This is an optimization exercise on Yosys and OpenROAD, whose aim is small area, not a production implementation.
In this exercise RTL edits were held to simulation tests only and were not proved equivalent to the original.
No activity file was given, so power comes from the tool's default toggle rates.

==> flow/config.mk <==
export PLATFORM = sky130hd
export DESIGN_NAME = lhce_parse
export DESIGN_NICKNAME = lhce_parse
export VERILOG_FILES = /design/flow/design.v
export SDC_FILE = /design/flow/constraint.sdc
export NUM_CORES = 4
export LEC_CHECK = 0
export CAP_MARGIN = 20
export CORE_MARGIN = 2
export CORE_UTILIZATION = 40
export CTS_BUF_LIST = sky130_fd_sc_hd__clkbuf_8
export CTS_CLUSTER_DIAMETER = 60
export CTS_CLUSTER_SIZE = 20
export PLACE_DENSITY = 0.6
export SLEW_MARGIN = 20
export SYNTH_HIERARCHICAL = 1
export SYNTH_MINIMUM_KEEP_SIZE = 0
==> flow/constraint.sdc <==
create_clock -name core_clock -period 7.0 [get_ports {clk}]
set_input_delay 1.4000 -clock core_clock [delete_from_list [all_inputs] [get_ports {clk}]]
set_output_delay 1.4000 -clock core_clock [all_outputs]
set_load 0.01 [all_outputs]
==> flow/design.v <==
module lhce_parse (
    input  wire        clk,
    input  wire        rst,           
    input  wire        start,
    input  wire [3:0]  op,
    input  wire [15:0] src_addr,
    input  wire [15:0] src_len,
    input  wire [31:0] ph_src,
    input  wire [31:0] ph_dst,
    output wire        busy,
    output reg         done,
    output wire        mem_rd,
    output wire [9:0]  mem_addr,
    input  wire [31:0] mem_rdata,
    output wire [3:0]  err_code,
    output wire [3:0]  err_sub,
    output wire [31:0] r_csum,
    output wire [31:0] r_csum_field,
    output wire [31:0] r_ip_len,
    output wire [31:0] r_ip_misc,
    output wire [31:0] r_ip_src,
    output wire [31:0] r_ip_dst,
    output wire [31:0] r_ip_hdr,
    output wire [31:0] r_ip_chk,
    output wire [31:0] r_tcp_ports,
    output wire [31:0] r_tcp_seq,
    output wire [31:0] r_tcp_ack,
    output wire [31:0] r_tcp_ctl,
    output wire [31:0] r_tcp_csum,
    output wire [31:0] r_tcp_hdr,
    output wire [31:0] r_pay,
    output wire [31:0] r_out
);
    localparam [3:0] S_IDLE  = 4'd0;
    localparam [3:0] S_PRE   = 4'd1;    
    localparam [3:0] S_TINIT = 4'd2;    
    localparam [3:0] S_TAIL  = 4'd3;    
    localparam [3:0] S_PS    = 4'd4;    
    localparam [3:0] S_K6    = 4'd5;    
    localparam [3:0] S_TSUM  = 4'd6;    
    localparam [3:0] S_FLUSH = 4'd7;    
    localparam [3:0] S_ISUM  = 4'd8;    
    localparam [3:0] S_CAP   = 4'd9;    
    reg  [3:0]  st;
    reg  [2:0]  opk;       
    reg  [11:0] c_addr;    
    reg  [15:0] c_len;     
    reg  [3:0]  ihl;       
    reg         zq;        
    reg  [12:0] O;         
    reg  [4:0]  k;         
    reg  [15:0] R;         
    reg         cy;        
    reg         sw;        
    reg         addq;      
    reg  [1:0]  lane;      
    reg         m;         
    reg         tok;       
    reg  [7:0]  C [0:29];  
    reg  [2:0]  ec, es;
    wire [15:0] q_calc;   wire q_match; wire q_present; wire [15:0] q_field;
    wire [3:0]  q_ihl;    wire [15:0] q_tl; wire [15:0] q_hcs; wire [7:0] q_ttl;
    wire [31:0] q_src, q_dst; wire [11:0] q_ipa; wire [15:0] q_ipcalc; wire q_ipm;
    wire [31:0] q_ports, q_seq, q_ack; wire [15:0] q_win; wire [3:0] q_doff; wire [5:0] q_flags;
    wire [15:0] q_urg, q_cs; wire [12:0] q_L; wire [11:0] q_sa;
    wire [4:0]  q_hdw;  wire [12:0] q_outl; wire [11:0] q_outa;
    wire fr   = (opk == 3'd7);
    wire ipc  = (opk == 3'd3);
    wire tcpc = (opk == 3'd4);
    wire ct   = (opk == 3'd2);
    wire csum = (opk == 3'd1) | ct;
    wire ipg  = fr | ipc;
    assign busy = (st != S_IDLE);
    reg [7:0] mb;
    always @(*) begin
        case (lane)
            2'd0: mb = mem_rdata[7:0];
            2'd1: mb = mem_rdata[15:8];
            2'd2: mb = mem_rdata[23:16];
            default: mb = mem_rdata[31:24];
        endcase
    end
    wire [5:0]  hl  = {ihl, 2'b00};
    wire [15:0] L   = {c_len[15:2] - {10'd0, ihl}, c_len[1:0]};
    wire sum_st = (st == S_PS) | (st == S_TSUM) | (st == S_ISUM);
    wire [12:0] E = (st == S_PS)  ? 13'd20 :
                    ((st == S_ISUM) & ipg) ? {7'd0, hl} : c_len[12:0];
    wire at_end = (O == E);
    wire align  = (sw == O[0]);
    wire skip   = (st == S_ISUM) ? (O[12:1] == 12'd5) :
                  (st == S_TSUM) ? (ct & (O[12:1] == 12'd8)) : 1'b0;
    wire pre_end = (k == 5'd12);
    wire iss_pre = (st == S_PRE) & ~pre_end;
    wire iss_sum = sum_st & ~at_end & align;
    wire iss_cap = (st == S_CAP) & (k != 5'd31) & ~((k == 5'd0) & ~align);
    wire iss     = iss_pre | iss_sum | iss_cap;
    wire [12:0] addr = {1'b0, c_addr} + O;
    assign mem_rd   = iss;
    assign mem_addr = addr[11:2];
    wire       k6inj = (st == S_K6) & ~sw;
    wire [7:0] ain = (addq ? mb : 8'd0) | ((st == S_TAIL) ? C[29] : 8'd0) |
                     {5'd0, k6inj, k6inj, 1'b0};
    wire [8:0] asum = {1'b0, R[7:0]} + {1'b0, ain} + {8'd0, cy};
    wire [15:0] p_tl  = {C[6], C[5]};
    wire [3:0]  p_ihl = C[8][3:0];
    wire [5:0]  p_hl  = {p_ihl, 2'b00};
    wire [4:0]  p_hl4 = {1'b0, p_ihl} + {4'd0, fr};     
    wire [16:0] n_tl  = {1'b0, c_len} - {1'b0, p_tl};   
    wire        tl_over = n_tl[16] | (n_tl[15:2] == 14'd0);
    reg  [2:0]  pre_c, pre_s;
    always @(*) begin
        pre_c = 3'd2; pre_s = 3'd0;
        if (fr && {C[10], C[9]} != 16'h0800)    begin pre_c = 3'd1; pre_s = 3'd1; end
        else if (fr && c_len < 16'd24)           pre_s = 3'd1;
        else if (p_ihl < 4'd5)                   pre_s = 3'd2;
        else if (mb != 8'd6)                     pre_s = 3'd3;
        else if (C[8][7:4] != 4'd4)              pre_s = 3'd4;
        else if ({10'd0, p_hl} > p_tl)           pre_s = 3'd5;
        else if ({9'd0, p_hl4, 2'b00} > c_len)   pre_s = 3'd6;
        else if (fr && tl_over)                  pre_s = 3'd7;
    end
    wire [3:0]  doffn = C[17][7:4];
    wire [5:0]  doffb = {doffn, 2'b00};
    wire        doff_big = (L[15:6] == 10'd0) & (doffb > L[5:0]);
    wire        sum_ok = (fr ? tok : (R == 16'hFFFF)) & ({C[13], C[12]} != 16'hFFFF);
    wire        doff_ok = (doffn >= 4'd5) & ~doff_big;
    wire [15:0] calc    = ~{R[7:0], R[15:8]};
    wire        eq      = (mb == ~R[7:0]);
    wire [16:0] rng = {1'b0, src_addr} + {1'b0, src_len};
    wire        op_ok = (op == 4'd1) | (op == 4'd2) | (op == 4'd3) | (op == 4'd4) | (op == 4'd7);
    wire commit = (st == S_CAP) & (k == 5'd31);
    wire tcp_pass = sum_ok & doff_ok;
    wire c_csum = commit & csum;
    wire c_ip   = commit & (ipc | (fr & tcp_pass));
    wire c_tcp  = commit & (tcpc | fr) & tcp_pass;
    wire c_fr   = commit & fr & tcp_pass;
    integer i;
    always @(posedge clk) begin
        C[0] <= mb & {8{~zq}};
        for (i = 1; i < 30; i = i + 1) C[i] <= C[i-1];
        if (st == S_IDLE) begin
            C[28] <= ph_src[31:24]; C[27] <= ph_src[23:16];
            C[26] <= ph_src[15:8];  C[25] <= ph_src[7:0];
            C[24] <= ph_dst[31:24]; C[23] <= ph_dst[23:16];
            C[22] <= ph_dst[15:8];  C[21] <= ph_dst[7:0];
        end
    end
    always @(posedge clk) begin
        R    <= {asum[7:0], R[15:8]};
        cy   <= asum[8];
        sw   <= ~sw;
        addq <= iss_sum & ~skip;
        lane <= addr[1:0];
        if (iss) O <= O + 13'd1;
        if (st == S_IDLE) begin
            opk    <= op[2:0];
            c_addr <= src_addr[11:0];
            c_len  <= src_len;
            ihl    <= 4'd0;
            zq     <= ((op[2:0] == 3'd1) && src_len < 16'd12) ||
                      ((op[2:0] == 3'd2) && src_len < 16'd18);
            O      <= (op[2:0] == 3'd7) ? 13'd2 : (op[2:0] == 3'd3) ? 13'h1FFE : 13'd0;
            k      <= 5'd0;
            R      <= 16'd0;
            cy     <= 1'b0;
        end
        if (rst) begin
            st   <= S_IDLE;
            sw   <= 1'b0;
            done <= 1'b0;
            ec   <= 3'd0;
            es   <= 3'd0;
        end else begin
            done <= 1'b0;
            case (st)
            S_IDLE: if (start) begin
                if (!op_ok) begin
                    done <= 1'b1; ec <= 3'd7; es <= 3'd1;
                end else if (rng > 17'd4096) begin
                    done <= 1'b1; ec <= 3'd6; es <= 3'd1;
                end else begin
                    case (op[2:0])
                    3'd1: st <= S_ISUM;
                    3'd2: st <= S_TINIT;
                    3'd3: if (src_len < 16'd20) begin
                              done <= 1'b1; ec <= 3'd2; es <= 3'd1;
                          end else begin
                              st <= S_PRE;
                          end
                    3'd4: if (src_len < 16'd20) begin
                              done <= 1'b1; ec <= 3'd3; es <= 3'd1;
                          end else st <= S_TINIT;
                    default: if (src_len < 16'd4) begin
                              done <= 1'b1; ec <= 3'd1; es <= 3'd2;
                          end else begin
                              st <= S_PRE;
                          end
                    endcase
                end
            end
            S_PRE: if (!pre_end) begin
                k <= k + 5'd1;
                if (k == 5'd11) O <= {10'd0, fr, 2'b00};
            end else begin
                ihl    <= p_ihl;
                c_len  <= p_tl;
                c_addr <= addr[11:0];    
                O <= 13'd0; R <= 16'd0; cy <= 1'b0;
                if (pre_s != 3'd0) begin
                    st <= S_IDLE; done <= 1'b1; ec <= pre_c; es <= pre_s;
                end else if (fr) st <= S_TINIT;
                else st <= S_ISUM;
            end
            S_TINIT: begin
                R  <= {L[7:0], L[15:8]};
                cy <= 1'b0;
                sw <= 1'b1;
                k  <= 5'd0;
                O  <= 13'd12;
                if (fr && L < 16'd20) begin
                    st <= S_IDLE; done <= 1'b1; ec <= 3'd3; es <= 3'd1;
                end else if (fr) st <= S_PS;
                else st <= S_TAIL;
            end
            S_TAIL: begin
                k <= k + 5'd1;
                if (k == 5'd7) st <= S_K6;
            end
            S_PS: if (at_end) st <= S_K6;
            S_K6: if (!sw) begin st <= S_TSUM; O <= {7'd0, hl}; end
            S_TSUM: if (at_end) begin
                k <= 5'd0;
                if (fr) st <= S_FLUSH;
                else begin st <= S_CAP; O <= {7'd0, hl}; end
            end
            S_FLUSH: begin
                k <= k + 5'd1;
                if (k == 5'd3) begin
                    tok <= (R == 16'hFFFF);
                    R   <= 16'd0; cy <= 1'b0;
                    st  <= S_ISUM; O <= 13'd0;
                end
            end
            S_ISUM: if (at_end) begin
                st <= S_CAP; O <= {7'd0, hl}; k <= 5'd0;
            end
            S_CAP: begin
                if (iss_cap) begin
                    k <= k + 5'd1;
                    if (k == 5'd19) O <= ct ? 13'd16 : 13'd10;
                    if (k == 5'd29) O <= ct ? 13'd14 : 13'd8;
                    if (k == 5'd30) O <= {7'd0, hl};    
                end
                if (k == 5'd21) m <= eq;
                if (k == 5'd22) m <= m & eq;
                if (commit) begin
                    st <= S_IDLE; done <= 1'b1;
                    if (csum | ipc | tcp_pass) begin ec <= 3'd0; es <= 3'd0; end
                    else if (!sum_ok) begin ec <= 3'd3; es <= 3'd2; end
                    else begin ec <= 3'd3; es <= 3'd3; end
                end
            end
            default: st <= S_IDLE;
            endcase
        end
    end
    wire e1_cs = c_csum & ~rst;  wire e0_cs = ~c_csum & ~rst;
    wire e1_ip = c_ip   & ~rst;  wire e0_ip = ~c_ip   & ~rst;
    wire e1_tc = c_tcp  & ~rst;  wire e0_tc = ~c_tcp  & ~rst;
    wire e1_fr = c_fr   & ~rst;  wire e0_fr = ~c_fr   & ~rst;
    lhce_rreg #(34) u_cs (.clk(clk), .e1(e1_cs), .e0(e0_cs),
        .d({calc, m & ~zq, ~zq, C[9], C[8]}),
        .q({q_calc, q_match, q_present, q_field}));
    lhce_rreg #(137) u_ip (.clk(clk), .e1(e1_ip), .e0(e0_ip),
        .d({ihl, c_len, C[9], C[8], mb, C[7], C[6], C[5], C[4],
            C[3], C[2], C[1], C[0], c_addr, calc, m}),
        .q({q_ihl, q_tl, q_hcs, q_ttl, q_src, q_dst, q_ipa, q_ipcalc, q_ipm}));
    lhce_rreg #(179) u_tc (.clk(clk), .e1(e1_tc), .e0(e0_tc),
        .d({C[29], C[28], C[27], C[26], C[25], C[24], C[23], C[22],
            C[21], C[20], C[19], C[18], C[15], C[14], doffn, C[16][5:0],
            C[11], C[10], C[13], C[12], L[12:0], addr[11:0]}),
        .q({q_ports, q_seq, q_ack, q_win, q_doff, q_flags, q_urg, q_cs, q_L, q_sa}));
    wire [11:0] outa = {c_addr[11:2] - 10'd1, c_addr[1:0]};
    wire [12:0] outl = {c_len[12:2] + 11'd1, c_len[1:0]};
    wire [4:0]  hdw  = {1'b0, ihl} + {1'b0, doffn} + 5'd1;
    lhce_rreg #(30) u_fr (.clk(clk), .e1(e1_fr), .e0(e0_fr),
        .d({hdw, outl, outa}), .q({q_hdw, q_outl, q_outa}));
    wire [12:0] q_paya = {{1'b0, q_outa[11:2]} + {6'd0, q_hdw}, q_outa[1:0]};
    wire [11:0] q_payl = {q_outl[11:2] - {5'd0, q_hdw}, q_outl[1:0]};
    wire ipv = |q_ihl;
    wire [15:0] ip_seg = {q_tl[15:2] - {10'd0, q_ihl}, q_tl[1:0]};
    assign err_code     = {1'b0, ec};
    assign err_sub      = {1'b0, es};
    assign r_csum       = {14'd0, q_match, q_present, q_calc};
    assign r_csum_field = {16'd0, q_field};
    assign r_ip_len     = {5'd0, ipv, 2'd0, 2'd0, q_ihl, 2'd0, q_tl};
    assign r_ip_misc    = {q_hcs, 5'd0, ipv, ipv, 1'b0, q_ttl};
    assign r_ip_src     = q_src;
    assign r_ip_dst     = q_dst;
    assign r_ip_hdr     = {ip_seg, 4'd0, q_ipa};
    assign r_ip_chk     = {15'd0, q_ipm, q_ipcalc};
    assign r_tcp_ports  = q_ports;
    assign r_tcp_seq    = q_seq;
    assign r_tcp_ack    = q_ack;
    assign r_tcp_ctl    = {q_win, 2'd0, q_doff, 2'd0, 2'd0, q_flags};
    assign r_tcp_csum   = {q_urg, q_cs};
    assign r_tcp_hdr    = {3'd0, q_L, 4'd0, q_sa};
    assign r_pay        = {4'd0, q_payl, 3'd0, q_paya};
    assign r_out        = {3'd0, q_outl, 4'd0, q_outa};
endmodule
module lhce_rreg #(
    parameter W = 8
) (
    input  wire         clk,
    input  wire         e1,
    input  wire         e0,
    input  wire [W-1:0] d,
    output reg  [W-1:0] q
);
    always @(posedge clk) q <= (d & {W{e1}}) | (q & {W{e0}});
endmodule
==> flow/flow/run.sh <==
#!/bin/bash
# Standard layout (the standard.sh, standard synthesis), with the port
# buffers that global placement inserts made of sky130_fd_sc_hd__buf_1.
set -euo pipefail
export BUFFER_PORTS_ARGS="-buffer_cell sky130_fd_sc_hd__buf_1"
bash standard.sh > standard.log 2>&1
==> flow/standard.sh <==
#!/bin/bash
# synth_recipe.tcl (not shown) runs the flow's synth.tcl, then flattens the netlist and writes it again
# the make line also repeats each setting of config.mk as NAME=value (left out here)
make -C /OpenROAD-flow-scripts/flow DESIGN_CONFIG=/design/flow/config.mk WORK_HOME=/design/flow/orfs CLKGATE_MAP_FILE= SYNTH_SCRIPT=/design/flow/synth_recipe.tcl "${@:-finish}"
==> results by group, run 1 <==
Timing
  • Clock Skew: 0.0507 ns
  • Final hold vios: 0
  • Fmax: 185 MHz
  • Final setup fails: 0
  • Fin crit share: 0.773
  • Slew margin rel.: 0.317
  • RSZ-0062 raised after global routing: no
  • Final setup margin: 1.59 ns
  • Max-slew violation count: 0
  • Worst slew pin tran: 1.02 ns
  • Setup TNS: 0 ns
  • Min cycle time layout: 5.41 ns

Cells and area
  • Nets: 3,424
  • Finished Layout Cells: 4,159
  • Area Growth Syn to Fin: 11.1%
  • Fillers: 6,856
  • Layout cells sized above 1: 0.0420
  • Total area of sequential cells: 14,200 um^2
  • Util after Layout: 0.447
  • Area of the multi-input gates: 12,000 um^2

CTS
  • Worst-Skew Late Latency: 0.72 ns
  • Number of setup buffers added after CTS: 0
  • CTS tree: built
  • Clock Path Buffers: 3
  • Reg clk slew, reported paths: 0.12 ns
  • Cts bufs inserted: 51
  • H-Tree Depth: 2
  • Sink Count: 708
  • CTS resizes: 0
  • Hold_buf cts: 0
  • Root buf cell: clkbuf_8

Status
  • Outcome: complete, no violations

Route
  • WL/cell: 21.8 um
  • DR iter-0 viols: 1,831
  • 1st-pass router iterations: 6
  • Detailed-route via count: 21,900
  • Residual DRC: 0
  • Vias per inst: 5.28
  • Final wirelength: 90.7 mm
  • ANT nets after route: 0

Setup path
  • Critical path, cell by cell: or4b_1, o21ai_0, o311ai_0, xnor2_1, and4_4, a2111o_1, nand2_1, buf_1
  • CP peak stage delay: 0.73 ns
  • Worst reg2reg path startpoint: ihl[1]$_DFF_P_
  • Slowest CP cell: dfxtp_1
  • CP endpoint kind: output port
  • CP arrival: 4.01 ns
  • Setup crit start kind: register
  • WP data required: 5.60 ns
  • R2r worst-path depth: 17
  • Reg-to-Reg End: u_ip.q[10]$_DFF_P_
  • Critical path peak fanout: 18
  • R2r setup slk: 1.64 ns
  • Crit-path leading delay family: simple AND/OR/NAND/NOR gates
  • CP bufs+invs: 1
  • Crit Path Class: reg -> out

Logic synthesis
  • Synth unique cells: 78
  • Seq cells post-synth: 708
  • Synth area leaders: dfxtp_1, a22o_1, ha_1
  • Synth Cell Area: 28,100 um^2
  • Top FF cell, synth: dfxtp_1
  • Commonest cells post-synth: dfxtp_1, a22o_1, nand2_1, buf_4, inv_1
  • Sequential share of the synthesized area: 0.507
  • Number of synthesized flops with an enable pin: 6
  • Post-synth ARST share: 0
  • Area leader, netlist: dfxtp_1
  • Most numerous cell in the Yosys netlist: dfxtp_1
  • Syn Inst Count: 2,714
  • Yosys synthesis warning count: 12
  • Share of the synthesized area in the top cell type: 0.501
  • Mean area per synthesized cell: 10.3 um^2

GRT
  • Grt total ovfl: 0
  • Largest net degree at the start of global routing: 167
  • First-pass GRT wire length: 130 mm
  • Initial antenna violation count: 4
  • Global Route Usage Sum: 0.237
  • Number of global-route vias before repair: 20,300

Placement
  • Final HPWL DP: 66.9 mm
  • Pre-CTS WS: 1.76 ns
  • # port buffers: 572
  • Dpl cells: 4,073
  • GP Congestion: 0.926

Pwr
  • Power Density: 235 nW/um^2
  • Total Power: 7.34 mW
  • Peak supply drop: 0.000162 V
  • P_leak: 12.7 nW

Die
  • Initial core utilization: 0.402
  • Die footprint: 72,300 um^2
  • Die width: 269 um
  • Die Height: 269 um
  • Io pins: 668
  • Row count: 97
  • Core area: 69,800 um^2

Min path
  • Min-delay src: C[17][2]$_DFF_P_
  • HP Class: reg -> reg
  • Hold path depth: 0
  • Hold endpoint: C[18][2]$_DFF_P_

Flow run
  • Max Cap Viol: 0
[cell type report]
cell class / count / area share
diodes: 5 / 0.000401
clock buffers: 55 / 0.0243
clock inverters: 26 / 0.0100
inverters: 112 / 0.0136
multi-input cells: 1722 / 0.383
flip-flops and latches: 708 / 0.456
well taps: 940 / 0.0377
repair buffers: 591 / 0.0750
[cells in the final DEF (no fill, tap or decap), drive strengths merged, types with 7 or more instances in the layout]
cell	n
nor2b	23
nand4	28
clkinv	10
mux2i	28
nand3b	9
a31oi	18
a21oi	78
a22o	391
a211oi	14
conb	95
o31ai	9
mux4	8
nand2	294
inv	125
nor4	25
nor2	84
clkbuf	55
and3	17
or3	12
nor3	37
o32ai	7
nand2b	23
dfxtp	702
xor2	44
o22ai	15
ha	94
fa	9
a21o	33
nand3	27
o21a	10
o211ai	12
or2	8
buf	591
and2	15
o21ai	94
xnor2	70
[through the flow]
stage               hold WS, ns  instance area [um^2]
floorplan                 0.310                 28400
global placement          0.312                 30100
detailed placement        0.315                 30100
CTS                       0.336                 31200
global route              0.344                 31200
finish                    0.336                 31200
[worst max-delay path by stage]
stage                                   from             endpoint  slack (ns)  cells past startpoint
after floorplan                  src_addr[2]   es[0]$_SDFFE_PP0P_        2.82                     11
after global placement        ihl[1]$_DFF_P_  u_ip.q[100]$_DFF_P_        1.85                     17
after detailed placement      ihl[1]$_DFF_P_  u_ip.q[113]$_DFF_P_        1.76                     17
after CTS                 st[3]$_SDFFE_PP0P_               mem_rd        1.61                      8
after global routing          ihl[1]$_DFF_P_  u_ip.q[112]$_DFF_P_        1.29                     17
final                     st[3]$_SDFFE_PP0P_               mem_rd        1.59                      8
[registers in the layout (all words and copies together) (netlist names), 13 cells and up]
register  flops
O            13
C           240
u_fr.q       30
u_tc.q      179
R            16
c_len        16
u_cs.q       34
u_ip.q      137
[cell families (layout without fill, tap and decap cells)]
kind of cell    after synthesis  in the layout  synth area share
fa+ha+maj                   103            103            0.0483
simple gates                629            629             0.106
buf+inv                     378            784            0.0824
xor+xnor                    114            114            0.0356
other cells                   1            100          0.000134
flops                       708            708             0.507
compound gates              745            745             0.204
mux                          36             36            0.0164
[power by group]
part | internal, mW | switching, mW | leakage [nW] | total [mW]
sequential | 4.22 | 0.221 | 5.82 | 4.44
combinational | 0.218 | 0.374 | 6.34 | 0.592
clock | 0.833 | 1.48 | 0.546 | 2.31
total | 5.27 | 2.07 | 12.7 | 7.34
[metal layers]
layer	wire [um]	part of all wire	global-route usage	vias up
met5	8	0.000088	0	-
met2	41300	0.45	0.375	839
met3	7070	0.078	0.0544	123
li1	-	-	-	10500
met4	2110	0.023	0.0628	2
met1	40300	0.44	0.325	10500
==> run 2, diff against run 1 <==
--- a/flow/config.mk
+++ b/flow/config.mk
@@ -8,9 +8,9 @@
 export CAP_MARGIN = 20
 export CORE_MARGIN = 2
 export CORE_UTILIZATION = 40
-export CTS_BUF_LIST = sky130_fd_sc_hd__clkbuf_8
-export CTS_CLUSTER_DIAMETER = 60
-export CTS_CLUSTER_SIZE = 20
+export CTS_BUF_LIST = sky130_fd_sc_hd__clkbuf_4
+export CTS_CLUSTER_DIAMETER = 40
+export CTS_CLUSTER_SIZE = 10
 export PLACE_DENSITY = 0.6
 export SLEW_MARGIN = 20
 export SYNTH_HIERARCHICAL = 1
==> results by group, run 2 <==
Status
  • Outcome: complete, no violations

Cells and area
  • Max FFs per register: 240
  • Layout cells sized above 1: 0.0607
  • Total area of sequential cells: 14,200 um^2
  • Util after Layout: 0.451
  • Biggest regs: C x240, u_tc.q x179, u_ip.q x137
  • Fillers: 6,891
  • Commonest non-fill, non-tap cells in the layout: dfxtp_1, buf_1, a22o_1, nand2_1, inv_1
  • Register with the most flip-flops: C
  • Area Growth Syn to Fin: 12.0%
  • Finished layout cell area: 31,400 um^2
  • Nets: 3,474
  • Area of the multi-input gates: 12,000 um^2
  • Commonest non-fill, non-tap cell in the layout: dfxtp_1
  • Finished Layout Cells: 4,243

GRT
  • Grt total ovfl: 0
  • Largest net degree at the start of global routing: 167
  • First-pass GRT wire length: 132 mm
  • Global Route Usage Sum: 0.240
  • Initial antenna violation count: 5
  • Number of global-route vias before repair: 20,900

Route
  • DR iter-0 viols: 1,620
  • WL/cell: 21.6 um
  • 1st-pass router iterations: 6
  • Residual DRC: 0
  • Detailed-route via count: 22,400
  • Vias per inst: 5.27
  • ANT nets after route: 0
  • Final wirelength: 91.7 mm

Placement
  • Pre-CTS WS: 1.76 ns
  • # port buffers: 572
  • Dpl cells: 4,073
  • Final HPWL DP: 66.9 mm
  • Post-DP Area: 30,100 um^2
  • GP Congestion: 0.926

Die
  • Initial core utilization: 0.402
  • Die footprint: 72,300 um^2
  • Core area: 69,800 um^2
  • Die width: 269 um
  • Die Height: 269 um
  • Row count: 97
  • Io pins: 668

Setup path
  • Critical path endpoint: mem_rd
  • Critical path, cell by cell: or4b_1, or3_1, a21oi_1, xnor2_1, and4_4, a2111o_1, nand2_1, buf_1
  • Critical path peak fanout: 18
  • CP bufs+invs: 1
  • CP Depth: 8
  • CP arrival: 4.17 ns
  • R2r setup slk: 1.66 ns
  • Worst reg2reg path startpoint: ihl[1]$_DFF_P_
  • Worst Setup SP: st[3]$_SDFFE_PP0P_
  • Slowest CP cell: dfxtp_1
  • CP peak stage delay: 0.73 ns
  • CP endpoint kind: output port
  • WP data required: 5.60 ns
  • R2r worst-path depth: 17
  • Crit-path leading delay family: simple AND/OR/NAND/NOR gates
  • Crit Path Class: reg -> out
  • Setup crit start kind: register
  • Reg-to-Reg End: u_ip.q[112]$_DFF_P_

Logic synthesis
  • Synth area leaders: dfxtp_1, a22o_1, ha_1
  • XOR/XNOR Fraction of Synth Area: 0.0356
  • Seq cells post-synth: 708
  • Sequential share of the synthesized area: 0.507
  • Share of the synthesized area in the top cell type: 0.501
  • Synth Cell Area: 28,100 um^2
  • Top FF cell, synth: dfxtp_1
  • Combinational family with the most area after synthesis: compound AO/OA/AOI/OAI gates
  • Compound-Gate Fraction of Synth Area: 0.204
  • Synth unique cells: 78
  • Number of synthesized flops with an enable pin: 6
  • Syn Inst Count: 2,714
  • Mux contribution to synthesized area: 0.0164
  • Most numerous cell in the Yosys netlist: dfxtp_1
  • Post-synth ARST share: 0
  • Mean area per synthesized cell: 10.3 um^2
  • Post-Synth Simple-Gate Area: 0.106
  • Commonest cells post-synth: dfxtp_1, a22o_1, nand2_1, buf_4, inv_1
  • Yosys synthesis warning count: 12
  • Area leader, netlist: dfxtp_1
  • Adder-Cell Fraction of Synth Area: 0.0483

CTS
  • Sink Count: 708
  • Hold_buf cts: 0
  • Clock Path Buffers: 3
  • H-Tree Depth: 3
  • Cts bufs inserted: 101
  • Reg clk slew, reported paths: 0.11 ns
  • Worst-Skew Late Latency: 0.96 ns
  • Number of setup buffers added after CTS: 0
  • CTS tree: built
  • CTS resizes: 0
  • Root buf cell: clkbuf_4

Pwr
  • Power Density: 241 nW/um^2
  • Total Power: 7.58 mW
  • P_leak: 12.9 nW
  • Peak supply drop: 0.000152 V

Timing
  • Final setup margin: 1.43 ns
  • Fin crit share: 0.796
  • Final hold vios: 0
  • Clock Skew: 0.133 ns
  • Worst slew pin tran: 1.06 ns
  • Fin Hold WS: 0.272 ns
  • Fmax: 180 MHz
  • Slew margin rel.: 0.287
  • RSZ-0062 raised after global routing: no
  • Min cycle time layout: 5.57 ns
  • Max-slew violation count: 0
  • Final setup fails: 0
  • Setup TNS: 0 ns

Flow run
  • Max Cap Viol: 0

Min path
  • HP Class: reg -> reg
## run 2: cell counts after synthesis
No cell type changed its count.
## run 2: routing by layer
metal,track usage,vias to the layer above,part of all wire
li1,-,10600,-
met1,0.323,10700,0.44
met2,0.377,856,0.45
met3,0.0599,164,0.078
met4,0.0785,2,0.028
met5,0,-,0.00013
## run 2: power breakdown
part | switching [mW] | internal [mW]
combinational | 0.377 | 0.219
sequential | 0.221 | 4.22
clock | 1.52 | 1.03
## run 2: logic make-up (layout without fill, tap and decap cells)
kind of cell             count (synthesis)  after routing
buffers and inverters                  378            865
other                                    1            103
multiplexers                            36             36
adder cells (fa/ha/maj)                103            103
flip-flops                             708            708
XOR/XNOR                               114            114
AND/OR/NAND/NOR                        629            629
AO/OA/AOI/OAI                          745            745
## run 2: worst min path at each step
stage / start / endpoint / slack (ns) / cells after the start
final: C[14][2]$_DFF_P_ / C[15][2]$_DFF_P_ / 0.27 / 0
after global routing: C[14][2]$_DFF_P_ / C[15][2]$_DFF_P_ / 0.32 / 0
after floorplan: C[16][6]$_DFF_P_ / C[17][6]$_DFF_P_ / 0.31 / 0
after detailed placement: C[17][2]$_DFF_P_ / C[18][2]$_DFF_P_ / 0.31 / 0
after global placement: C[16][6]$_DFF_P_ / C[17][6]$_DFF_P_ / 0.31 / 0
after CTS: C[14][2]$_DFF_P_ / C[15][2]$_DFF_P_ / 0.29 / 0
## run 2: final cells by class
cell class / count / share of cell area
Sequential cell: 708 / 0.453
Clock inverter: 57 / 0.0163
Clock buffer: 105 / 0.0251
Multi-Input combinational cell: 1722 / 0.380
Inverter: 112 / 0.0134
Antenna cell: 8 / 0.000637
Tap cell: 940 / 0.0374
Timing Repair Buffer: 591 / 0.0744
==> run 3, diff against run 2 <==
--- a/flow/config.mk
+++ b/flow/config.mk
@@ -8,9 +8,8 @@
 export CAP_MARGIN = 20
 export CORE_MARGIN = 2
 export CORE_UTILIZATION = 40
-export CTS_BUF_LIST = sky130_fd_sc_hd__clkbuf_4
-export CTS_CLUSTER_DIAMETER = 40
-export CTS_CLUSTER_SIZE = 10
+export CTS_CLUSTER_DIAMETER = 90
+export CTS_CLUSTER_SIZE = 30
 export PLACE_DENSITY = 0.6
 export SLEW_MARGIN = 20
 export SYNTH_HIERARCHICAL = 1
==> results by group, run 3 <==
Cells and area
  • Layout cells sized above 1: 0.0333
  • Register with the most flip-flops: C
  • Max FFs per register: 240
  • Total area of sequential cells: 14,200 um^2
  • Area of the multi-input gates: 12,000 um^2
  • Nets: 3,407
  • Biggest regs: C x240, u_tc.q x179, u_ip.q x137
  • Commonest non-fill, non-tap cells in the layout: dfxtp_1, buf_1, a22o_1, nand2_1, inv_1
  • Fillers: 6,817
  • Area Growth Syn to Fin: 11.4%
  • Commonest non-fill, non-tap cell in the layout: dfxtp_1

CTS
  • Root buf cell: clkbuf_16
  • Worst-Skew Late Latency: 0.60 ns
  • Clock Path Buffers: 3
  • CTS resizes: 0
  • CTS tree: built
  • H-Tree Depth: 2
  • Sink Count: 708
  • Cts bufs inserted: 34
  • Number of setup buffers added after CTS: 0
  • Reg clk slew, reported paths: 0.12 ns
  • Hold_buf cts: 0

Timing
  • Max-slew violation count: 0
  • Fin crit share: 0.767
  • Final hold vios: 0
  • RSZ-0062 raised after global routing: no
  • Final setup margin: 1.63 ns
  • Fmax: 186 MHz
  • Slew margin rel.: 0.311
  • Worst slew pin tran: 1.03 ns
  • Setup TNS: 0 ns
  • Min cycle time layout: 5.37 ns
  • Clock Skew: 0.0483 ns
  • Final setup fails: 0

Pwr
  • P_sw: 2.01 mW
  • Pint: 5.47 mW
  • Sw frac: 0.269
  • Peak supply drop: 0.000190 V
  • Clock power frac: 0.327
  • Power Density: 239 nW/um^2
  • P_leak: 12.7 nW
  • Logic gate share of total power: 0.079
  • Seq pwr share: 0.594

Flow run
  • Max Cap Viol: 0

Setup path
  • Setup crit start kind: register
  • Critical path peak fanout: 69
  • CP Depth: 17
  • Crit-path leading delay family: compound AO/OA/AOI/OAI gates
  • CP endpoint kind: register
  • R2r worst-path depth: 17
  • Critical path, cell by cell: inv_1, ha_1, nor2b_1, o31a_1, nor2b_1, inv_1, ha_1, nand2_1, o21ai_0, o31ai_1, o21ai_0, nor2_1, a21oi_2, buf_4, o31a_2, buf_12, a22o_1
  • WP data required: 7.55 ns
  • Reg-to-Reg End: u_ip.q[116]$_DFF_P_
  • Worst reg2reg path startpoint: ihl[1]$_DFF_P_
  • CP bufs+invs: 4
  • R2r setup slk: 1.63 ns
  • Slowest CP cell: o31a_2
  • Crit Path Class: reg -> reg
  • CP peak stage delay: 0.74 ns
  • CP arrival: 5.92 ns

GRT
  • Initial antenna violation count: 2
  • First-pass GRT wire length: 130 mm
  • Largest net degree at the start of global routing: 167
  • Grt total ovfl: 0
  • Number of global-route vias before repair: 20,100
  • Global Route Usage Sum: 0.236

Route
  • 1st-pass router iterations: 5
  • DR iter-0 viols: 1,867
  • WL/cell: 21.9 um
  • Final wirelength: 90.4 mm
  • Vias per inst: 5.30
  • Residual DRC: 0
  • Detailed-route via count: 21,900
  • ANT nets after route: 0

Logic synthesis
  • Commonest cells post-synth: dfxtp_1, a22o_1, nand2_1, buf_4, inv_1
  • Top FF cell, synth: dfxtp_1
  • Area leader, netlist: dfxtp_1
  • Number of synthesized flops with an enable pin: 6
  • Post-synth ARST share: 0
  • Yosys synthesis warning count: 12
  • Sequential share of the synthesized area: 0.507
  • Synth Cell Area: 28,100 um^2
  • Seq cells post-synth: 708
  • Share of the synthesized area in the top cell type: 0.501
  • Syn Inst Count: 2,714
  • Most numerous cell in the Yosys netlist: dfxtp_1
  • Mean area per synthesized cell: 10.3 um^2
  • Synth area leaders: dfxtp_1, a22o_1, ha_1
  • Synth unique cells: 78

Min path
  • Hold path depth: 0
  • Hold endpoint: C[8][7]$_DFF_P_
  • Min-delay src: C[7][7]$_DFF_P_
  • HP Class: reg -> reg

Die
  • Initial core utilization: 0.402
  • Core area: 69,800 um^2
  • Die Height: 269 um
  • Die footprint: 72,300 um^2
  • Io pins: 668
  • Die width: 269 um
  • Row count: 97

Placement
  • # port buffers: 572
  • Final HPWL DP: 66.9 mm
  • GP Congestion: 0.926
  • Pre-CTS WS: 1.76 ns

Status
  • Outcome: complete, no violations
## run 3: cell counts after synthesis
No cell type changed its count.
## run 3: logic make-up (layout without fill, tap and decap cells)
group	after synthesis	in the layout	share of synthesized area
muxes	36	36	0.0164
other	1	97	0.000134
DFF	708	708	0.507
buffers and inverters	378	755	0.0824
AOI/OAI and AO/OA	745	745	0.204
xor gates and xnor gates	114	114	0.0356
adders and majority gates	103	103	0.0483
and+or+nand+nor	629	629	0.106
## run 3: layout make-up
class | count | share of cell area
diodes | 2 | 0.000160
clock buffers | 37 | 0.0286
clock inverters | 15 | 0.00808
inverters | 112 | 0.0135
multi-input cells | 1722 | 0.382
flip-flops and latches | 708 | 0.455
well taps | 940 | 0.0376
repair buffers | 591 | 0.0748
## run 3: stage by stage
step	util	instances	hold slack (ns)	instance area (um^2)	power (mW)
2_1_floorplan	-	2808	0.310	28400	4.88
3_3_place_gp	0.432	4073	0.312	30100	5.12
3_5_place_dp	0.432	4073	0.315	30100	5.12
4_1_cts	0.448	4125	0.327	31300	7.54
5_1_grt	0.448	4126	0.335	31300	7.77
6_report	0.448	4127	0.337	31300	7.47
## run 3: power groups by stage
stage               logic (mW)  clock network (mW)  registers [mW]
floorplan                0.475                   0            4.41
global placement         0.585                   0            4.54
detailed placement       0.581                   0            4.54
CTS                      0.585                2.51            4.45
global route             0.656                2.65            4.46
finish                   0.593                2.44            4.44
## run 3: how the worst max path moves through the flow
stage                       startpoint                  end  slack (ns)
finish                  ihl[1]$_DFF_P_  u_ip.q[116]$_DFF_P_        1.63
global route            ihl[1]$_DFF_P_  u_ip.q[112]$_DFF_P_        1.28
CTS                 st[3]$_SDFFE_PP0P_               mem_rd        1.71
detailed placement      ihl[1]$_DFF_P_  u_ip.q[113]$_DFF_P_        1.76
global placement        ihl[1]$_DFF_P_  u_ip.q[100]$_DFF_P_        1.85
floorplan                  src_addr[2]   es[0]$_SDFFE_PP0P_        2.82
## run 3: per-layer routing
layer	GRT usage	up-vias	wire [um]
li1	-	10400	-
met1	0.325	10500	40400
met2	0.378	792	41500
met3	0.0521	109	6710
met4	0.0530	2	1780
met5	0	-	8
==> run 4, diff against run 3 <==
==> flow/flow/run.sh (replaced) <==
#!/bin/bash
# Standard layout (the standard.sh, standard synthesis), with the port
# buffers that global placement inserts made of sky130_fd_sc_hd__buf_1 and
# one tie cell per constant value.
set -euo pipefail
export BUFFER_PORTS_ARGS="-buffer_cell sky130_fd_sc_hd__buf_1"
export SKIP_REPAIR_TIE_FANOUT=1
bash standard.sh > standard.log 2>&1
==> results by group, run 4 <==
Status
  • Outcome: complete, no violations

Min path
  • Hold path depth: 0
  • HP Class: reg -> reg
  • Min-delay src: C[16][3]$_DFF_P_

Pwr
  • Power Density: 243 nW/um^2
  • Pint: 5.48 mW
  • P_sw: 2.06 mW
  • Peak supply drop: 0.000186 V
  • Clock power frac: 0.333
  • P_leak: 12.4 nW
  • Total Power: 7.54 mW
  • Sw frac: 0.273
  • Seq pwr share: 0.589
  • Logic gate share of total power: 0.078

Logic synthesis
  • Most numerous cell in the Yosys netlist: dfxtp_1
  • XOR/XNOR Fraction of Synth Area: 0.0356
  • Synth unique cells: 78
  • Sequential share of the synthesized area: 0.507
  • Synth area leaders: dfxtp_1, a22o_1, ha_1
  • Compound-Gate Fraction of Synth Area: 0.204
  • Commonest cells post-synth: dfxtp_1, a22o_1, nand2_1, buf_4, inv_1
  • Seq cells post-synth: 708
  • Mean area per synthesized cell: 10.3 um^2
  • Share of the synthesized area in the top cell type: 0.501
  • Yosys synthesis warning count: 12
  • Adder-Cell Fraction of Synth Area: 0.0483
  • Area leader, netlist: dfxtp_1
  • Number of synthesized flops with an enable pin: 6
  • Post-synth ARST share: 0
  • Syn Inst Count: 2,714
  • Top FF cell, synth: dfxtp_1
  • Post-Synth Simple-Gate Area: 0.106
  • Mux contribution to synthesized area: 0.0164
  • Combinational family with the most area after synthesis: compound AO/OA/AOI/OAI gates
  • Synth Cell Area: 28,100 um^2

Die
  • Die footprint: 72,300 um^2
  • Io pins: 668
  • Row count: 97
  • Initial core utilization: 0.402
  • Die Height: 269 um
  • Core area: 69,800 um^2
  • Die width: 269 um

CTS
  • Root buf cell: clkbuf_16
  • H-Tree Depth: 2
  • Clock Path Buffers: 3
  • Number of setup buffers added after CTS: 0
  • Hold_buf cts: 0
  • Worst-Skew Late Latency: 0.60 ns
  • Cts bufs inserted: 36
  • Sink Count: 708
  • CTS tree: built
  • Reg clk slew, reported paths: 0.11 ns
  • CTS resizes: 0

Setup path
  • WP data required: 7.54 ns
  • Critical path peak fanout: 137
  • Reg-to-Reg End: u_ip.q[28]$_DFF_P_
  • Setup crit start kind: register
  • Crit Path Class: reg -> reg
  • Worst Setup SP: c_len[2]$_DFF_P_
  • CP arrival: 5.87 ns
  • Critical path endpoint: u_ip.q[28]$_DFF_P_
  • R2r worst-path depth: 18
  • CP endpoint kind: register
  • R2r setup slk: 1.67 ns
  • Worst reg2reg path startpoint: c_len[2]$_DFF_P_

Timing
  • Fin crit share: 0.762
  • Max-slew violation count: 0
  • Worst slew pin tran: 1.18 ns
  • Clock Skew: 0.0441 ns
  • Min cycle time layout: 5.33 ns
  • Fmax: 188 MHz
  • RSZ-0062 raised after global routing: no
  • Slew margin rel.: 0.210
  • Final setup fails: 0
  • Setup TNS: 0 ns
  • Final hold vios: 0

Route
  • Final wirelength: 89.0 mm
  • Vias per inst: 5.35
  • ANT nets after route: 0
  • Residual DRC: 0
  • DR iter-0 viols: 1,562
  • WL/cell: 22.1 um
  • Detailed-route via count: 21,600
  • 1st-pass router iterations: 5

Cells and area
  • Register with the most flip-flops: C
  • Area Growth Syn to Fin: 10.4%
  • Biggest regs: C x240, u_tc.q x179, u_ip.q x137
  • Nets: 3,314
  • Commonest non-fill, non-tap cells in the layout: dfxtp_1, buf_1, a22o_1, nand2_1, inv_1
  • Layout cells sized above 1: 0.0356
  • Commonest non-fill, non-tap cell in the layout: dfxtp_1
  • Max FFs per register: 240

Placement
  • # port buffers: 572
  • Final HPWL DP: 65.4 mm
  • GP Congestion: 0.908

GRT
  • Largest net degree at the start of global routing: 166
  • First-pass GRT wire length: 129 mm
  • Number of global-route vias before repair: 20,200
  • Initial antenna violation count: 5
  • Grt total ovfl: 0
  • Global Route Usage Sum: 0.234

Flow run
  • Max Cap Viol: 0
## run 4: final cells by class
type,count,area [um^2]
flip-flops and latches,708,14200
clock buffers,38,918
multi-input cells,1628,11600
fillers,6777,38800
diodes,1,2.50
inverters,112,423
well taps,940,1180
repair buffers,590,2360
clock inverters,17,288
## run 4: power by group through the flow
stage          clock network [mW]  registers (mW)  logic [mW]
2_1_floorplan                   0            4.41       0.475
3_3_place_gp                    0            4.54       0.578
3_5_place_dp                    0            4.54       0.578
4_1_cts                      2.57            4.45       0.582
5_1_grt                      2.70            4.47       0.647
6_report                     2.51            4.44       0.588
## run 4: cell families after synthesis
family / Yosys count
XOR/XNOR: 114
flip-flops: 708
AND/OR/NAND/NOR: 629
multiplexers: 36
other: 1
AO/OA/AOI/OAI: 745
adder cells (fa/ha/maj): 103
buffers and inverters: 378
## run 4: how the worst min path moves through the flow
stage | endpoint | slack (ns)
final | C[17][3]$_DFF_P_ | 0.31
after global routing | C[17][3]$_DFF_P_ | 0.31
after CTS | C[17][3]$_DFF_P_ | 0.32
after detailed placement | C[18][1]$_DFF_P_ | 0.32
after global placement | C[18][0]$_DFF_P_ | 0.31
after floorplan | C[17][6]$_DFF_P_ | 0.31
## run 4: routing by layer
layer  vias up  track usage  wire length (um)
met4         8       0.0775              2870
met5         -            0                57
li1      10400            -                 -
met2       765        0.376             40800
met3       150       0.0500              6040
met1     10300        0.311             39200
## run 4: metrics by stage
step | cells | instance area [um^2] | hold WS, ns | worst slack, ns | util
3_3_place_gp | 3977 | 29800 | 0.311 | 1.79 | 0.426
5_1_grt | 4033 | 31000 | 0.310 | 1.34 | 0.444
4_1_cts | 4033 | 31000 | 0.317 | 1.82 | 0.444
3_5_place_dp | 3978 | 29800 | 0.315 | 1.79 | 0.427
2_1_floorplan | 2714 | 28100 | 0.310 | 2.82 | -
6_report | 4034 | 31000 | 0.310 | 1.67 | 0.444
## run 4: critical path, stage by stage (launching register included)
cell and delay, ns:
dfxtp_1 0.65, inv_1 0.30, ha_1 0.29, nor2b_1 0.16, o21ai_0 0.11, nand3b_1 0.09, nor2b_1 0.36, inv_1 0.12
ha_1 0.33, nand2_1 0.06, o21ai_0 0.15, o31ai_1 0.08, o21ai_0 0.67, nor2_1 0.21, a21oi_2 0.19, buf_4 0.34
o31a_2 0.24, buf_12 0.32, a22o_1 0.24
==> run 5, diff against run 4 <==
--- a/flow/config.mk
+++ b/flow/config.mk
@@ -7,10 +7,10 @@
 export LEC_CHECK = 0
 export CAP_MARGIN = 20
 export CORE_MARGIN = 2
-export CORE_UTILIZATION = 40
+export CORE_UTILIZATION = 60
 export CTS_CLUSTER_DIAMETER = 90
 export CTS_CLUSTER_SIZE = 30
-export PLACE_DENSITY = 0.6
+export PLACE_DENSITY = 0.75
 export SLEW_MARGIN = 20
 export SYNTH_HIERARCHICAL = 1
 export SYNTH_MINIMUM_KEEP_SIZE = 0
==> results by group, run 5 <==
Die
  • Die width: 220 um
  • Core area: 46,400 um^2
  • Die Height: 220 um
  • Row count: 79
  • Io pins: 668
  • Die footprint: 48,500 um^2
  • Initial core utilization: 0.606

CTS
  • CTS tree: built
  • CTS resizes: 0
  • Sink Count: 708
  • Clock Path Buffers: 3
  • Number of setup buffers added after CTS: 0
  • Hold_buf cts: 0
  • Reg clk slew, reported paths: 0.10 ns
  • Root buf cell: clkbuf_16
  • Worst-Skew Late Latency: 0.65 ns
  • Cts bufs inserted: 31
  • H-Tree Depth: 1

GRT
  • Grt total ovfl: 0
  • Initial antenna violation count: 4
  • Number of global-route vias before repair: 20,900
  • Largest net degree at the start of global routing: 180
  • First-pass GRT wire length: 128 mm
  • Global Route Usage Sum: 0.344

Timing
  • Final setup margin: 1.56 ns
  • Min cycle time layout: 5.44 ns
  • Fin Hold WS: 0.336 ns
  • Final setup fails: 0
  • Fmax: 184 MHz
  • Fin crit share: 0.777
  • Final hold vios: 0
  • Max-slew violation count: 0
  • Clock Skew: 0.0198 ns
  • RSZ-0062 raised after global routing: no
  • Worst slew pin tran: 1.05 ns
  • Setup TNS: 0 ns
  • Slew margin rel.: 0.298

Logic synthesis
  • Yosys synthesis warning count: 12
  • Number of synthesized flops with an enable pin: 6
  • Synth Cell Area: 28,100 um^2
  • Area leader, netlist: dfxtp_1
  • Synth unique cells: 78
  • Commonest cells post-synth: dfxtp_1, a22o_1, nand2_1, buf_4, inv_1
  • Compound-Gate Fraction of Synth Area: 0.204
  • Seq cells post-synth: 708
  • Top FF cell, synth: dfxtp_1
  • Post-synth ARST share: 0
  • Most numerous cell in the Yosys netlist: dfxtp_1
  • Syn Inst Count: 2,714
  • Mux contribution to synthesized area: 0.0164
  • Post-Synth Simple-Gate Area: 0.106
  • Synth area leaders: dfxtp_1, a22o_1, ha_1
  • XOR/XNOR Fraction of Synth Area: 0.0356
  • Combinational family with the most area after synthesis: compound AO/OA/AOI/OAI gates
  • Mean area per synthesized cell: 10.3 um^2
  • Adder-Cell Fraction of Synth Area: 0.0483
  • Share of the synthesized area in the top cell type: 0.501
  • Sequential share of the synthesized area: 0.507

Cells and area
  • Util after Layout: 0.654
  • Fillers: 3,795
  • Max FFs per register: 240
  • Commonest non-fill, non-tap cell in the layout: dfxtp_1
  • Total area of sequential cells: 14,200 um^2
  • Nets: 3,306
  • Layout cells sized above 1: 0.0305
  • Commonest non-fill, non-tap cells in the layout: dfxtp_1, buf_1, a22o_1, nand2_1, inv_1
  • Finished layout cell area: 30,300 um^2
  • Biggest regs: C x240, u_tc.q x179, u_ip.q x137
  • Area of the multi-input gates: 11,600 um^2
  • Finished Layout Cells: 3,686
  • Register with the most flip-flops: C
  • Area Growth Syn to Fin: 7.93%

Pwr
  • Peak supply drop: 0.000235 V
  • Total Power: 7.26 mW
  • P_leak: 12.3 nW
  • Power Density: 240 nW/um^2

Placement
  • Final HPWL DP: 64.6 mm
  • Pre-CTS WS: 1.72 ns
  • Dpl cells: 3,642
  • Post-DP Area: 29,300 um^2
  • # port buffers: 572
  • GP Congestion: 0.940

Setup path
  • CP arrival: 6.03 ns
  • R2r setup slk: 1.56 ns
  • CP endpoint kind: register
  • Setup crit start kind: register
  • WP data required: 7.59 ns
  • Crit Path Class: reg -> reg
  • Critical path peak fanout: 83

Status
  • Outcome: complete, no violations

Route
  • Final wirelength: 88.0 mm
  • Residual DRC: 0
  • ANT nets after route: 0
  • 1st-pass router iterations: 7
  • DR iter-0 viols: 2,227
  • Vias per inst: 6.14
  • WL/cell: 23.9 um
  • Detailed-route via count: 22,700

Min path
  • HP Class: reg -> reg

Flow run
  • Max Cap Viol: 0
==> run 5: cell type report <==
class                           instances  share of cell area
Multi-Input combinational cell       1628               0.383
Sequential cell                       708               0.470
Clock buffer                           32              0.0257
Inverter                              112              0.0140
Timing Repair Buffer                  587              0.0762
Clock inverter                         11             0.00656
Tap cell                              607              0.0251
Antenna cell                            1           0.0000826
==> run 5: cell families (layout without fill, tap and decap cells) <==
group,count (synthesis),after routing
AOI/OAI and AO/OA,745,745
xor gates and xnor gates,114,114
other,1,2
buffers and inverters,378,742
and+or+nand+nor,629,629
muxes,36,36
adders and majority gates,103,103
DFF,708,708
==> run 5: critical path: stages (launching register included) <==
cell,delay (ns)
dfxtp_1,0.56
inv_1,0.19
ha_1,0.30
nor2b_1,0.14
o31a_1,0.29
nor2b_1,0.30
inv_1,0.12
ha_1,0.33
nand2_1,0.06
o21ai_0,0.16
o31ai_1,0.10
o21ai_0,0.69
nor2_1,0.22
a21oi_2,0.19
buf_4,0.32
o31a_2,0.70
buf_12,0.37
a22o_1,0.20
==> run 5: power breakdown <==
group	leakage [nW]	total [mW]	internal, mW	switching (mW)
logic	6.02	0.590	0.217	0.372
registers	5.82	4.44	4.22	0.217
clock network	0.475	2.24	0.892	1.34
==> run 5: worst paths after layout <==
kind	depth (start not counted)	from	to
max	17	ihl[1]$_DFF_P_	u_ip.q[41]$_DFF_P_
min	0	C[16][7]$_DFF_P_	C[17][7]$_DFF_P_
max reg2reg	17	ihl[1]$_DFF_P_	u_ip.q[41]$_DFF_P_
min reg2reg	0	C[16][7]$_DFF_P_	C[17][7]$_DFF_P_
==> run 5: routing by layer <==
| metal | part of all wire | vias up | track usage | routed length (um) |
|---|---|---|---|---|
| met5 | 0.00030 | - | 0 | 26 |
| met4 | 0.045 | 4 | 0.139 | 3950 |
| met3 | 0.092 | 201 | 0.0705 | 8070 |
| met2 | 0.45 | 1113 | 0.540 | 39500 |
| met1 | 0.41 | 11000 | 0.467 | 36400 |
| li1 | - | 10300 | - | - |

==> afterwards: timing with drivers on the ports <==
The results above use ideal ports. As a check the final layouts listed here were re-extracted and re-timed, cells and wires unchanged. Step 1: set_driving_cell puts a clkbuf_16 on clk and a buf_2 on each other input, an assumption about the parent block. Step 2, shift: input delay + t, output delay - t, t = (earliest + latest rising clock arrival at the registers) / 2. This alone moves slack from input paths to output paths. Slacks: ideal ports / drivers / drivers and shift; pairs: ideal ports / drivers.
run | t (ns) | setup slack, ns | pins driven straight from the clock port
run 1 | 0.760 | 1.587 / 1.525 / 1.644 | 1
run 2 | 0.956 | 1.429 / 1.368 / 1.662 | 1
run 3 | 0.642 | 1.632 / 1.632 / 1.632 | 1
run 4 | 0.650 | 1.668 / 1.668 / 1.668 | 1
run 5 | 0.702 | 1.558 / 1.558 / 1.558 | 1
After both steps every run listed still meets setup and hold.
